From an optimization exercise on the open Yosys and OpenROAD flow, aimed at small area; shortcuts taken in it are not production practice.
RTL that was checked went through simulation tests only; none was proved equivalent to the original.
Power and IR drop assume default switching activity.

==> run A: inputs <==
==> flow/design.v <==
module bang_channel #(
    parameter CAP = 32                      
) (
    input  wire        clk,
    input  wire        rst,                 
    input  wire        tick,                
    input  wire        rx_in,               
    input  wire        rx_en_in,            
    output reg         tx_out,              
    output reg         tx_en,               
    output wire        tx_oe,               
    input  wire        cmd_valid,
    input  wire [7:0]  cmd_data,
    output wire        cmd_ready,
    output reg         resp_valid,
    output reg  [7:0]  resp_data,
    output wire [15:0] status
);
    localparam MAXPAY = CAP - 2;            
    localparam [3:0] S_NOTINIT  = 4'd0,  S_READY    = 4'd1,
                     S_RX_START = 4'd2,  S_RX_CHAR  = 4'd3,
                     S_RX_ACK   = 4'd4,  S_RX_CHK   = 4'd5,
                     S_RX_ABORT = 4'd6,  S_RX_ERR   = 4'd7,
                     S_RX_DONE  = 4'd8,  S_TX_START = 4'd9,
                     S_TX_CHAR  = 4'd10, S_TX_END   = 4'd11,
                     S_TX_ACK   = 4'd12, S_TX_ERR   = 4'd13,
                     S_TX_DONE  = 4'd14;
    localparam [2:0] H_IDLE   = 3'd0, H_LEN  = 3'd1, H_PAY = 3'd2,
                     H_COMMIT = 3'd3, H_STAT = 3'd4, H_GET = 3'd5;
    reg [3:0]    state;
    reg [2:0]    tis;               
    reg          tx_ready;
    reg [4:0]    rx_len;
    reg [7:0]    acc;               
    reg [7:0]    rx_buf [0:MAXPAY-1];
    reg [7:0]    tx_buf [1:MAXPAY];
    reg [4:0]    tx_first;          
    reg [4:0]    tcb;               
    reg [2:0]    hstate;
    reg          put_zero;          
    reg          put_long;          
    reg [7:0]    cnt;               
    reg [4:0]    ptr;               
    reg [7:0]    pend [1:MAXPAY];
    localparam [4:0] SLOT0 = 5'b00001;
    function [4:0] fwd(input [4:0] v);
        fwd = {v[3:0], v[4] ^ v[2]};
    endfunction
    function [4:0] bwd(input [4:0] v);
        bwd = {v[0] ^ v[3], v[4:1]};
    endfunction
    function [4:0] code(input integer j);
        integer n;
        begin
            code = SLOT0;
            for (n = 0; n < j; n = n + 1)
                code = fwd(code);
        end
    endfunction
    wire initialized    = (state != S_NOTINIT);
    wire tx_in_progress = state[3] & (state[2] | state[1] | state[0]);
    wire put_wait       = (hstate == H_COMMIT);
    assign status    = {3'b000, rx_len, put_wait, tx_in_progress, tx_ready, initialized, state};
    assign tx_oe     = initialized;
    assign cmd_ready = (hstate == H_IDLE) || (hstate == H_LEN) || (hstate == H_PAY);
    wire cmd_fire = cmd_valid && cmd_ready;
    wire [MAXPAY-1:0] tx_sel, rx_sel;
    wire [7:0]        tx_byte, rx_rd;
    genvar gk, gb;
    generate
        for (gk = 0; gk < MAXPAY; gk = gk + 1) begin : g_sel
            assign tx_sel[gk] = (tcb == code(gk + 1));
            assign rx_sel[gk] = (ptr == code(gk));
        end
        for (gb = 0; gb < 8; gb = gb + 1) begin : g_rd
            wire [MAXPAY-1:0] tx_col, rx_col;
            for (gk = 0; gk < MAXPAY; gk = gk + 1) begin : g_col
                assign tx_col[gk] = tx_buf[gk + 1][gb];
                assign rx_col[gk] = rx_buf[gk][gb];
            end
            bang_aor #(.N(MAXPAY)) u_tx (.d(tx_col), .s(tx_sel), .y(tx_byte[gb]));
            bang_aor #(.N(MAXPAY)) u_rx (.d(rx_col), .s(rx_sel), .y(rx_rd[gb]));
        end
    endgenerate
    wire tx_bit = (tcb == SLOT0) ? acc[7] : tx_byte[tis ^ 3'd4];
    wire h_idle = (hstate == H_IDLE);
    wire h_len  = (hstate == H_LEN);
    wire h_pay  = (hstate == H_PAY);
    wire put_end      = cmd_fire && ((h_len && cmd_data == 8'd0) || (h_pay && cnt == 8'd1));
    wire put_zero_all = put_zero || (h_pay && cmd_data == 8'd0);
    wire put_too_long = h_pay && put_long;
    wire put_ok       = initialized && !put_too_long && !put_zero_all;
    wire do_commit  = put_wait && !tx_in_progress;
    wire do_begin   = cmd_fire && h_idle && (cmd_data == 8'h01) && !initialized;
    wire do_get     = cmd_fire && h_idle && (cmd_data == 8'h04) && (state == S_RX_DONE);
    wire do_issue   = put_end && put_ok;
    wire rx_done_msg = (state == S_RX_DONE) && (rx_len != 5'd0);
    wire rx_wr = tick && (state == S_RX_CHAR) && rx_en_in;
    wire pay_wr = cmd_fire && h_pay;
    integer i;
    always @(posedge clk) begin
        if (rx_wr)
            for (i = 0; i < MAXPAY; i = i + 1)
                if (rx_len == i)
                    rx_buf[i] <= {rx_in, rx_buf[i][7:1]};
        if (pay_wr) begin
            pend[1] <= cmd_data;
            for (i = 2; i <= MAXPAY; i = i + 1)
                pend[i] <= pend[i - 1];
        end
        if (do_commit)
            for (i = 1; i <= MAXPAY; i = i + 1)
                tx_buf[i] <= pend[i];
    end
    always @(posedge clk) begin
        if (rst) begin
            state    <= S_NOTINIT;
            tx_ready <= 1'b0;
            rx_len   <= 5'd0;
            tx_out   <= 1'b0;
            tx_en    <= 1'b0;
        end else begin
            if (tick) begin
                case (state)
                S_READY: begin
                    if (rx_en_in && rx_in) begin
                        tx_out <= 1'b1; tx_en <= 1'b0;
                        state <= S_RX_START;
                    end else if (!rx_en_in && tx_ready) begin
                        tx_out <= 1'b1; tx_en <= 1'b1;
                        state <= S_TX_START;
                    end else begin
                        tx_out <= 1'b0; tx_en <= 1'b0;
                    end
                end
                S_RX_START: begin
                    if (!rx_en_in || rx_in != tis[0]) begin
                        tx_out <= 1'b0; tx_en <= 1'b0;
                        state <= S_RX_ABORT;
                    end else begin
                        tx_out <= tis[0]; tx_en <= 1'b0;
                        if (tis[1:0] == 2'd3) begin
                            state <= S_RX_CHAR;
                        end
                    end
                end
                S_RX_CHAR: begin
                    if (rx_en_in) begin
                        if (tis == 3'd3 && rx_len == 5'd31) begin
                            tx_out <= 1'b0; tx_en <= 1'b0;
                            state <= S_RX_ABORT;
                        end else begin
                            if (tis == 3'd3)
                                rx_len <= rx_len + 5'd1;
                            tx_out <= 1'b1; tx_en <= 1'b0;
                        end
                    end else begin
                        if (tis == 3'd4 && rx_in) begin
                            tx_out <= 1'b1; tx_en <= 1'b0;
                            state <= S_RX_ACK;
                        end else begin
                            tx_out <= 1'b0; tx_en <= 1'b0;
                            state <= S_RX_ERR;
                        end
                    end
                end
                S_RX_ACK: begin
                    if (rx_en_in) begin
                        tx_out <= 1'b0; tx_en <= 1'b0;
                        state <= S_RX_ABORT;
                    end else if (rx_in != tis[0]) begin
                        tx_out <= 1'b0; tx_en <= 1'b0;
                        state <= S_RX_ERR;
                    end else begin
                        tx_out <= tis[0]; tx_en <= 1'b0;
                        if (tis[1:0] == 2'd2) begin
                            state <= S_RX_CHK;
                        end
                    end
                end
                S_RX_CHK: begin
                    tx_out <= 1'b0; tx_en <= 1'b0;
                    if (rx_len[4:1] == 4'd0 || acc != 8'h01) begin
                        state <= S_RX_ERR;
                    end else begin
                        rx_len <= rx_len - 5'd1;
                        state <= S_RX_DONE;
                    end
                end
                S_RX_ABORT, S_RX_ERR: begin
                    rx_len <= 5'd0;
                    tx_out <= 1'b0; tx_en <= 1'b0;
                    state <= S_READY;
                end
                S_RX_DONE: begin
                    tx_out <= 1'b0; tx_en <= 1'b0;
                    if (rx_len == 5'd0 && !rx_en_in)
                        state <= S_READY;
                end
                S_TX_START: begin
                    if (rx_en_in || rx_in == tis[0]) begin
                        tx_out <= 1'b0; tx_en <= 1'b0;
                        state <= S_READY;
                    end else if (tis != 3'd4) begin
                        tx_out <= tis[0]; tx_en <= 1'b1;
                    end else begin
                        tx_out <= tx_bit; tx_en <= 1'b1;
                        state <= S_TX_CHAR;
                    end
                end
                S_TX_CHAR: begin
                    if (rx_en_in) begin
                        tx_out <= 1'b0; tx_en <= 1'b0;
                        state <= S_READY;
                    end else if (!rx_in) begin
                        tx_out <= 1'b0; tx_en <= 1'b0;
                        state <= S_TX_ERR;
                    end else begin
                        tx_out <= tx_bit; tx_en <= 1'b1;
                        if (tcb == SLOT0 && tis == 3'd3) begin
                            state <= S_TX_END;
                        end
                    end
                end
                S_TX_END: begin
                    tx_out <= 1'b1; tx_en <= 1'b0;
                    state <= S_TX_ACK;
                end
                S_TX_ACK: begin
                    if (rx_en_in || rx_in == tis[0]) begin
                        tx_out <= 1'b0; tx_en <= 1'b0;
                        state <= S_TX_ERR;
                    end else if (tis[1:0] != 2'd3) begin
                        tx_out <= tis[0]; tx_en <= 1'b0;
                    end else begin
                        tx_out <= 1'b0; tx_en <= 1'b0;
                        state <= S_TX_DONE;
                    end
                end
                S_TX_ERR: begin
                    tx_out <= 1'b0; tx_en <= 1'b0;
                    state <= S_READY;
                end
                S_TX_DONE: begin
                    tx_ready <= 1'b0;
                    tx_out <= 1'b0; tx_en <= 1'b0;
                    state <= S_READY;
                end
                default: ;
                endcase
            end
            if (do_begin) begin
                state    <= S_READY;
                rx_len   <= 5'd0;
                tx_ready <= 1'b0;
                tx_out   <= 1'b0;
                tx_en    <= 1'b0;
            end
            if (do_get)
                rx_len <= 5'd0;
            if (do_issue)
                tx_ready <= 1'b0;
            if (do_commit)
                tx_ready <= 1'b1;
        end
    end
    always @(posedge clk) begin
        if (tick) begin
            if (state == S_READY)
                tis <= 3'd0;
            else if (!((state == S_RX_CHAR && !rx_en_in) || state == S_TX_END))
                tis <= tis + 3'd1;
        end
    end
    wire acc_in = (state == S_RX_CHAR) ? rx_in : tx_bit;
    always @(posedge clk) begin
        if (tick && state == S_READY) begin
            tcb <= tx_first;
            acc <= 8'd0;
        end else begin
            if (tick && state == S_TX_CHAR && tis == 3'd3)
                tcb <= bwd(tcb);
            if (tick && (state == S_RX_CHAR || (state == S_TX_START && tis == 3'd4) || state == S_TX_CHAR))
                acc <= {acc[6:0], acc[7] ^ acc_in};
        end
        if (do_commit)
            tx_first <= ptr;
    end
    always @(posedge clk) begin
        if (rst) begin
            hstate     <= H_IDLE;
            resp_valid <= 1'b0;
            put_zero   <= 1'b0;
        end else begin
            resp_valid <= 1'b0;
            case (hstate)
            H_IDLE: if (cmd_fire) begin
                resp_valid <= (cmd_data != 8'h02);
                if (cmd_data == 8'h02)
                    hstate <= H_LEN;
                if (cmd_data == 8'h04 && rx_done_msg)
                    hstate <= H_GET;
                if (cmd_data == 8'h05)
                    hstate <= H_STAT;
            end
            H_LEN: if (cmd_fire) begin
                put_zero <= 1'b0;
                if (cmd_data != 8'd0)
                    hstate <= H_PAY;
            end
            H_PAY: if (cmd_fire && cmd_data == 8'd0)
                put_zero <= 1'b1;
            H_COMMIT: if (do_commit) begin
                resp_valid <= 1'b1;
                hstate     <= H_IDLE;
            end
            H_STAT: begin
                resp_valid <= 1'b1;
                hstate     <= H_IDLE;
            end
            H_GET: begin
                resp_valid <= 1'b1;
                if (cnt == 8'd1)
                    hstate <= H_IDLE;
            end
            default: hstate <= H_IDLE;
            endcase
            if (put_end) begin
                hstate     <= put_ok ? H_COMMIT : H_IDLE;
                resp_valid <= !put_ok;
            end
        end
    end
    always @(posedge clk) begin
        case (hstate)
        H_IDLE: begin
            case (cmd_data)
            8'h01:   resp_data <= {7'd0, initialized};                        
            8'h03:   resp_data <= {7'd0, rx_done_msg};                        
            8'h04:   resp_data <= (state == S_RX_DONE) ? {3'd0, rx_len} : 8'h00;  
            8'h05:   resp_data <= status[7:0];                                
            default: resp_data <= 8'hFF;                                      
            endcase
            cnt <= {3'd0, rx_len};
            ptr <= SLOT0;
        end
        H_LEN: begin
            resp_data <= initialized ? 8'h04 : 8'h02;
            cnt       <= cmd_data;
            ptr       <= SLOT0;
            put_long  <= (cmd_data > MAXPAY);
        end
        H_PAY: begin
            resp_data <= !initialized ? 8'h02 : put_long ? 8'h03 : 8'h04;
            if (cmd_fire) begin
                cnt <= cnt - 8'd1;
                ptr <= fwd(ptr);
            end
        end
        H_STAT:
            resp_data <= cnt;
        H_GET: begin
            resp_data <= rx_rd;
            ptr       <= fwd(ptr);
            cnt       <= cnt - 8'd1;
        end
        default:
            resp_data <= 8'h00;
        endcase
    end
endmodule
module bang_aor #(
    parameter N = 30
) (
    input  wire [N-1:0] d,
    input  wire [N-1:0] s,
    output wire         y
);
    wire [N/3-1:0] n;
    genvar i;
    generate
        for (i = 0; i < N / 3; i = i + 1) begin : g_grp
            bang_aoi3 u (.d(d[3*i +: 3]), .s(s[3*i +: 3]), .yn(n[i]));
        end
    endgenerate
    assign y = ~&n;
endmodule
module bang_aoi3 (
    input  wire [2:0] d,
    input  wire [2:0] s,
    output wire       yn
);
    assign yn = ~|(d & s);
endmodule
==> flow/flow/run.sh <==
#!/bin/bash
# The standard layout with two changes: ports are buffered with buf_1, and
# clock tree synthesis clusters 10 sinks per clkbuf_4 (at most 40 um across)
# and adds no dummy balancing loads.
set -euo pipefail
export BUFFER_PORTS_ARGS="-buffer_cell sky130_fd_sc_hd__buf_1"
export CTS_ARGS="-sink_clustering_enable -repair_clock_nets -dont_use_dummy_load -sink_clustering_size 10 -sink_clustering_max_diameter 40 -buf_list sky130_fd_sc_hd__clkbuf_4"
bash standard.sh > standard_flow.log 2>&1
==> flow/standard.sh <==
#!/bin/bash
# synth_recipe.tcl (not shown) runs the flow's synth.tcl, then flattens the netlist and writes it again
# the make line also repeats each setting of config.mk as NAME=value (left out here)
make -C /OpenROAD-flow-scripts/flow DESIGN_CONFIG=/design/flow/config.mk WORK_HOME=/design/flow/orfs CLKGATE_MAP_FILE= SYNTH_SCRIPT=/design/flow/synth_recipe.tcl "${@:-finish}"
==> flow/config.mk <==
export PLATFORM = sky130hd
export DESIGN_NAME = bang_channel
export DESIGN_NICKNAME = bang_channel
export VERILOG_FILES = /design/flow/design.v
export SDC_FILE = /design/flow/constraint.sdc
export NUM_CORES = 4
export LEC_CHECK = 0
export CAP_MARGIN = 20
export CORE_MARGIN = 2
export CORE_UTILIZATION = 30
export SLEW_MARGIN = 20
export SYNTH_HIERARCHICAL = 1
export SYNTH_MINIMUM_KEEP_SIZE = 0
==> flow/constraint.sdc <==
create_clock -name core_clock -period 10.0 [get_ports {clk}]
set_input_delay 2.0000 -clock core_clock [delete_from_list [all_inputs] [get_ports {clk}]]
set_output_delay 2.0000 -clock core_clock [all_outputs]
set_load 0.01 [all_outputs]
==> run Y: changes against run A <==
==> flow/design.v, changed modules only <==
module bang_channel #(
    parameter CAP = 32                      
) (
    input  wire        clk,
    input  wire        rst,                 
    input  wire        tick,                
    input  wire        rx_in,               
    input  wire        rx_en_in,            
    output reg         tx_out,              
    output reg         tx_en,               
    output wire        tx_oe,               
    input  wire        cmd_valid,
    input  wire [7:0]  cmd_data,
    output wire        cmd_ready,
    output reg         resp_valid,
    output reg  [7:0]  resp_data,
    output wire [15:0] status
);
    localparam MAXPAY = CAP - 2;            
    localparam [3:0] S_NOTINIT  = 4'd0,  S_READY    = 4'd1,
                     S_RX_START = 4'd2,  S_RX_CHAR  = 4'd3,
                     S_RX_ACK   = 4'd4,  S_RX_CHK   = 4'd5,
                     S_RX_ABORT = 4'd6,  S_RX_ERR   = 4'd7,
                     S_RX_DONE  = 4'd8,  S_TX_START = 4'd9,
                     S_TX_CHAR  = 4'd10, S_TX_END   = 4'd11,
                     S_TX_ACK   = 4'd12, S_TX_ERR   = 4'd13,
                     S_TX_DONE  = 4'd14;
    localparam [2:0] H_IDLE   = 3'd0, H_LEN  = 3'd1, H_PAY = 3'd2,
                     H_COMMIT = 3'd3, H_STAT = 3'd4, H_GET = 3'd5;
    reg [3:0]    state;
    reg [2:0]    tis;               
    reg          tx_ready;
    reg [4:0]    rx_len;
    reg [7:0]    acc;               
    reg [7:0]    rx_buf [0:MAXPAY-1];
    reg [7:0]    tx_buf [1:MAXPAY];
    reg [4:0]    tx_first;          
    reg [4:0]    tcb;               
    reg [2:0]    hstate;
    reg          put_zero;          
    reg          put_long;          
    reg [7:0]    cnt;               
    reg [4:0]    ptr;               
    reg [7:0]    pend [1:MAXPAY];
    wire initialized    = (state != S_NOTINIT);
    wire tx_in_progress = state[3] & (state[2] | state[1] | state[0]);
    wire put_wait       = (hstate == H_COMMIT);
    assign status    = {3'b000, rx_len, put_wait, tx_in_progress, tx_ready, initialized, state};
    assign tx_oe     = initialized;
    assign cmd_ready = (hstate == H_IDLE) || (hstate == H_LEN) || (hstate == H_PAY);
    wire cmd_fire = cmd_valid && cmd_ready;
    wire [MAXPAY-1:0] tx_sel, rx_sel;
    wire [7:0]        tx_byte, rx_rd;
    genvar gk, gb;
    generate
        for (gk = 0; gk < MAXPAY; gk = gk + 1) begin : g_sel
            assign tx_sel[gk] = (tcb == gk + 1);
            assign rx_sel[gk] = (ptr == gk);
        end
        for (gb = 0; gb < 8; gb = gb + 1) begin : g_rd
            wire [MAXPAY-1:0] tx_col, rx_col;
            for (gk = 0; gk < MAXPAY; gk = gk + 1) begin : g_col
                assign tx_col[gk] = tx_buf[gk + 1][gb];
                assign rx_col[gk] = rx_buf[gk][gb];
            end
            bang_aor #(.N(MAXPAY)) u_tx (.d(tx_col), .s(tx_sel), .y(tx_byte[gb]));
            bang_aor #(.N(MAXPAY)) u_rx (.d(rx_col), .s(rx_sel), .y(rx_rd[gb]));
        end
    endgenerate
    wire tx_bit = (tcb == 5'd0) ? acc[7] : tx_byte[tis];
    wire h_idle = (hstate == H_IDLE);
    wire h_len  = (hstate == H_LEN);
    wire h_pay  = (hstate == H_PAY);
    wire put_end      = cmd_fire && ((h_len && cmd_data == 8'd0) || (h_pay && cnt == 8'd1));
    wire put_zero_all = put_zero || (h_pay && cmd_data == 8'd0);
    wire put_too_long = h_pay && put_long;
    wire put_ok       = initialized && !put_too_long && !put_zero_all;
    wire do_commit  = put_wait && !tx_in_progress;
    wire do_begin   = cmd_fire && h_idle && (cmd_data == 8'h01) && !initialized;
    wire do_get     = cmd_fire && h_idle && (cmd_data == 8'h04) && (state == S_RX_DONE);
    wire do_issue   = put_end && put_ok;
    wire tick_step  = tick && initialized;
    wire rx_done_msg = (state == S_RX_DONE) && (rx_len != 5'd0);
    wire rx_wr = tick && (state == S_RX_CHAR) && rx_en_in;
    wire pay_wr = cmd_fire && h_pay;
    integer i;
    always @(posedge clk) begin
        if (rx_wr)
            for (i = 0; i < MAXPAY; i = i + 1)
                if (rx_len == i)
                    rx_buf[i] <= {rx_in, rx_buf[i][7:1]};
        if (pay_wr) begin
            pend[1] <= cmd_data;
            for (i = 2; i <= MAXPAY; i = i + 1)
                pend[i] <= pend[i - 1];
        end
        if (do_commit)
            for (i = 1; i <= MAXPAY; i = i + 1)
                tx_buf[i] <= pend[i];
    end
    always @(posedge clk) begin
        if (rst) begin
            state    <= S_NOTINIT;
            tis      <= 3'd0;
            tx_ready <= 1'b0;
            rx_len   <= 5'd0;
            tx_out   <= 1'b0;
            tx_en    <= 1'b0;
        end else begin
            if (tick) begin
                case (state)
                S_READY: begin
                    tis <= 3'd0;
                    if (rx_en_in && rx_in) begin
                        tx_out <= 1'b1; tx_en <= 1'b0;
                        state <= S_RX_START;
                    end else if (!rx_en_in && tx_ready) begin
                        tx_out <= 1'b1; tx_en <= 1'b1;
                        state <= S_TX_START; tis <= 3'd4;
                    end else begin
                        tx_out <= 1'b0; tx_en <= 1'b0;
                    end
                end
                S_RX_START: begin
                    if (!rx_en_in || rx_in != tis[0]) begin
                        tx_out <= 1'b0; tx_en <= 1'b0;
                        state <= S_RX_ABORT; tis <= 3'd0;
                    end else begin
                        tx_out <= tis[0]; tx_en <= 1'b0;
                        tis <= tis + 3'd1;
                        if (tis[1:0] == 2'd3) begin
                            state <= S_RX_CHAR; tis <= 3'd0;
                        end
                    end
                end
                S_RX_CHAR: begin
                    if (rx_en_in) begin
                        if (tis == 3'd7 && rx_len == 5'd31) begin
                            tx_out <= 1'b0; tx_en <= 1'b0;
                            state <= S_RX_ABORT; tis <= 3'd0;
                        end else begin
                            if (tis == 3'd7)
                                rx_len <= rx_len + 5'd1;
                            tx_out <= 1'b1; tx_en <= 1'b0;
                            tis <= tis + 3'd1;
                        end
                    end else begin
                        tis <= 3'd0;
                        if (tis == 3'd0 && rx_in) begin
                            tx_out <= 1'b1; tx_en <= 1'b0;
                            state <= S_RX_ACK;
                        end else begin
                            tx_out <= 1'b0; tx_en <= 1'b0;
                            state <= S_RX_ERR;
                        end
                    end
                end
                S_RX_ACK: begin
                    if (rx_en_in) begin
                        tx_out <= 1'b0; tx_en <= 1'b0;
                        state <= S_RX_ABORT; tis <= 3'd0;
                    end else if (rx_in != tis[0]) begin
                        tx_out <= 1'b0; tx_en <= 1'b0;
                        state <= S_RX_ERR; tis <= 3'd0;
                    end else begin
                        tx_out <= tis[0]; tx_en <= 1'b0;
                        tis <= tis + 3'd1;
                        if (tis[1:0] == 2'd2) begin
                            state <= S_RX_CHK; tis <= 3'd0;
                        end
                    end
                end
                S_RX_CHK: begin
                    tx_out <= 1'b0; tx_en <= 1'b0;
                    tis <= 3'd0;
                    if (rx_len[4:1] == 4'd0 || acc != 8'd0) begin
                        state <= S_RX_ERR;
                    end else begin
                        rx_len <= rx_len - 5'd1;
                        state <= S_RX_DONE;
                    end
                end
                S_RX_ABORT, S_RX_ERR: begin
                    rx_len <= 5'd0;
                    tx_out <= 1'b0; tx_en <= 1'b0;
                    state <= S_READY; tis <= 3'd0;
                end
                S_RX_DONE: begin
                    tx_out <= 1'b0; tx_en <= 1'b0;
                    tis <= 3'd0;
                    if (rx_len == 5'd0 && !rx_en_in)
                        state <= S_READY;
                end
                S_TX_START: begin
                    if (rx_en_in || rx_in == tis[0]) begin
                        tx_out <= 1'b0; tx_en <= 1'b0;
                        state <= S_READY; tis <= 3'd0;
                    end else if (tis != 3'd0) begin
                        tx_out <= tis[0]; tx_en <= 1'b1;
                        tis <= tis + 3'd1;
                    end else begin
                        tx_out <= tx_bit; tx_en <= 1'b1;
                        state <= S_TX_CHAR; tis <= 3'd1;
                    end
                end
                S_TX_CHAR: begin
                    if (rx_en_in) begin
                        tx_out <= 1'b0; tx_en <= 1'b0;
                        state <= S_READY; tis <= 3'd0;
                    end else if (!rx_in) begin
                        tx_out <= 1'b0; tx_en <= 1'b0;
                        state <= S_TX_ERR; tis <= 3'd0;
                    end else begin
                        tx_out <= tx_bit; tx_en <= 1'b1;
                        tis <= tis + 3'd1;
                        if (tcb == 5'd0 && tis == 3'd7) begin
                            state <= S_TX_END; tis <= 3'd0;
                        end
                    end
                end
                S_TX_END: begin
                    tx_out <= 1'b1; tx_en <= 1'b0;
                    state <= S_TX_ACK; tis <= 3'd0;
                end
                S_TX_ACK: begin
                    if (rx_en_in || rx_in == tis[0]) begin
                        tx_out <= 1'b0; tx_en <= 1'b0;
                        state <= S_TX_ERR; tis <= 3'd0;
                    end else if (tis[1:0] != 2'd3) begin
                        tx_out <= tis[0]; tx_en <= 1'b0;
                        tis <= tis + 3'd1;
                    end else begin
                        tx_out <= 1'b0; tx_en <= 1'b0;
                        state <= S_TX_DONE; tis <= 3'd0;
                    end
                end
                S_TX_ERR: begin
                    tx_out <= 1'b0; tx_en <= 1'b0;
                    state <= S_READY; tis <= 3'd0;
                end
                S_TX_DONE: begin
                    tx_ready <= 1'b0;
                    tx_out <= 1'b0; tx_en <= 1'b0;
                    state <= S_READY; tis <= 3'd0;
                end
                default: ;
                endcase
            end
            if (do_begin) begin
                state    <= S_READY;
                tis      <= 3'd0;
                rx_len   <= 5'd0;
                tx_ready <= 1'b0;
                tx_out   <= 1'b0;
                tx_en    <= 1'b0;
            end
            if (do_get)
                rx_len <= 5'd0;
            if (do_issue)
                tx_ready <= 1'b0;
            if (do_commit)
                tx_ready <= 1'b1;
        end
    end
    wire acc_in = (state == S_RX_CHAR) ? rx_in : tx_bit;
    always @(posedge clk) begin
        if (tick && state == S_READY) begin
            tcb <= tx_first;
            acc <= 8'd0;
        end else begin
            if (tick && state == S_TX_CHAR && tis == 3'd7)
                tcb <= tcb - 5'd1;
            if (tick && ((state == S_RX_CHAR && rx_en_in) || (state == S_TX_START && tis == 3'd0) || state == S_TX_CHAR))
                acc <= {acc[6:0], acc[7] ^ acc_in};
        end
        if (do_commit)
            tx_first <= ptr;
    end
    always @(posedge clk) begin
        if (rst) begin
            hstate     <= H_IDLE;
            resp_valid <= 1'b0;
            put_zero   <= 1'b0;
        end else begin
            resp_valid <= 1'b0;
            case (hstate)
            H_IDLE: if (cmd_fire) begin
                resp_valid <= (cmd_data != 8'h02);
                if (cmd_data == 8'h02)
                    hstate <= H_LEN;
                if (cmd_data == 8'h04 && rx_done_msg)
                    hstate <= H_GET;
                if (cmd_data == 8'h05)
                    hstate <= H_STAT;
            end
            H_LEN: if (cmd_fire) begin
                put_zero <= 1'b0;
                if (cmd_data != 8'd0)
                    hstate <= H_PAY;
            end
            H_PAY: if (cmd_fire && cmd_data == 8'd0)
                put_zero <= 1'b1;
            H_COMMIT: if (do_commit) begin
                resp_valid <= 1'b1;
                hstate     <= H_IDLE;
            end
            H_STAT: begin
                resp_valid <= 1'b1;
                hstate     <= H_IDLE;
            end
            H_GET: begin
                resp_valid <= 1'b1;
                if (cnt == 8'd1)
                    hstate <= H_IDLE;
            end
            default: hstate <= H_IDLE;
            endcase
            if (put_end) begin
                hstate     <= put_ok ? H_COMMIT : H_IDLE;
                resp_valid <= !put_ok;
            end
        end
    end
    always @(posedge clk) begin
        case (hstate)
        H_IDLE: begin
            case (cmd_data)
            8'h01:   resp_data <= {7'd0, initialized};                        
            8'h03:   resp_data <= {7'd0, rx_done_msg};                        
            8'h04:   resp_data <= (state == S_RX_DONE) ? {3'd0, rx_len} : 8'h00;  
            8'h05:   resp_data <= status[7:0];                                
            default: resp_data <= 8'hFF;                                      
            endcase
            cnt <= {3'd0, rx_len};
            ptr <= 5'd0;
        end
        H_LEN: begin
            resp_data <= initialized ? 8'h04 : 8'h02;
            cnt       <= cmd_data;
            ptr       <= cmd_data[4:0];
            put_long  <= (cmd_data > MAXPAY);
        end
        H_PAY: begin
            resp_data <= !initialized ? 8'h02 : put_long ? 8'h03 : 8'h04;
            if (cmd_fire)
                cnt <= cnt - 8'd1;
        end
        H_STAT:
            resp_data <= cnt;
        H_GET: begin
            resp_data <= rx_rd;
            ptr       <= ptr + 5'd1;
            cnt       <= cnt - 8'd1;
        end
        default:
            resp_data <= 8'h00;
        endcase
    end
endmodule
module bang_aor #(
    parameter N = 30
) (
    input  wire [N-1:0] d,
    input  wire [N-1:0] s,
    output wire         y
);
    assign y = |(d & s);
endmodule
// module bang_aoi3 removed
==> flow/run.sh (new file) <==
#!/bin/bash
# synth_recipe.tcl (not shown) runs the flow's synth.tcl, then flattens the netlist and writes it again
# the make line also repeats each setting of config.mk as NAME=value (left out here)
make -C /OpenROAD-flow-scripts/flow DESIGN_CONFIG=/design/flow/config.mk WORK_HOME=/design/flow/orfs CLKGATE_MAP_FILE= SYNTH_SCRIPT=/design/flow/synth_recipe.tcl finish
- CORE_UTILIZATION: 30 -> 55
- CTS_BUF_LIST: not set -> sky130_fd_sc_hd__clkbuf_4
removed: flow/flow/run.sh
removed: flow/standard.sh
==> impl_results.md <==
* Status: no timing/DRC/antenna violations
* Clock buf/inv share at 0.0721
* # clk buffers at 274
* Leakage power at 0.0107 uW
* Die W at 234 um
* VDD IR max at 0.000152 V
* Commonest cells after routing, fill and taps aside: edfxtp_1 (744), clkbuf_4 (274), a22oi_1 (232)
* XOR/XNOR Fraction of Synth Area at 0.00330
* Critical path's largest stage delay at 0.54 ns
* HPWL Detailed at 43.7 mm
* GRT met1 Usage at 0.324
* Worst Path Buf+Inv at 3
* Clock Pin Slew Worst Setup and Hold Paths at 0.07 ns
* Signal buf overhead at 0.0212
# the run above: run Y

==> impl_results.md <==
* XOR/XNOR Fraction of Synth Area at 0.00275
* Signal buf overhead at 0.00918
* Leakage power at 0.00945 uW
* Clock Pin Slew Worst Setup and Hold Paths at 0.10 ns
* Clock buf/inv share at 0.0249
* Unrepaired setup endpoints after global routing: no
* # clk buffers at 103
* VDD IR max at 0.0000923 V
* Reg power frac at 0.651
* Final hold vios at 0
* Commonest cells after routing, fill and taps aside: edfxtp_1 (747), a222oi_1 (160), nor2_1 (130)
* Status: no timing/DRC/antenna violations
* Die W at 313 um
* Worst Path Buf+Inv at 2
# the run above: run A

The RTL of run Y was laid out without a check of its function.

## port drivers added, routing unchanged
The flow's constraints put no driver on any port. The routed layouts listed below were extracted and timed again, unchanged, in two steps. Step 1 sets driving cells, clkbuf_16 on the clock port and buf_2 on the other inputs (assumed; they add their load-dependent delay and slew). Step 2 also shifts input and output timing later by t, the mid clock arrival at the registers, as if the neighbouring blocks saw the same clock. Slacks: no drivers / after step 1 / after step 2; pairs: no drivers / after step 1.
| run | t (ns) | setup WS [ns] | clock arrival spread, ns |
|---|---|---|---|
| run A | 0.912 | 5.241 / 5.182 / 5.461 | 0.171 / 0.172 |
| run Y | 1.040 | 4.996 / 4.938 / 5.069 | 0.086 / 0.086 |
After both steps every run listed still meets setup and hold.
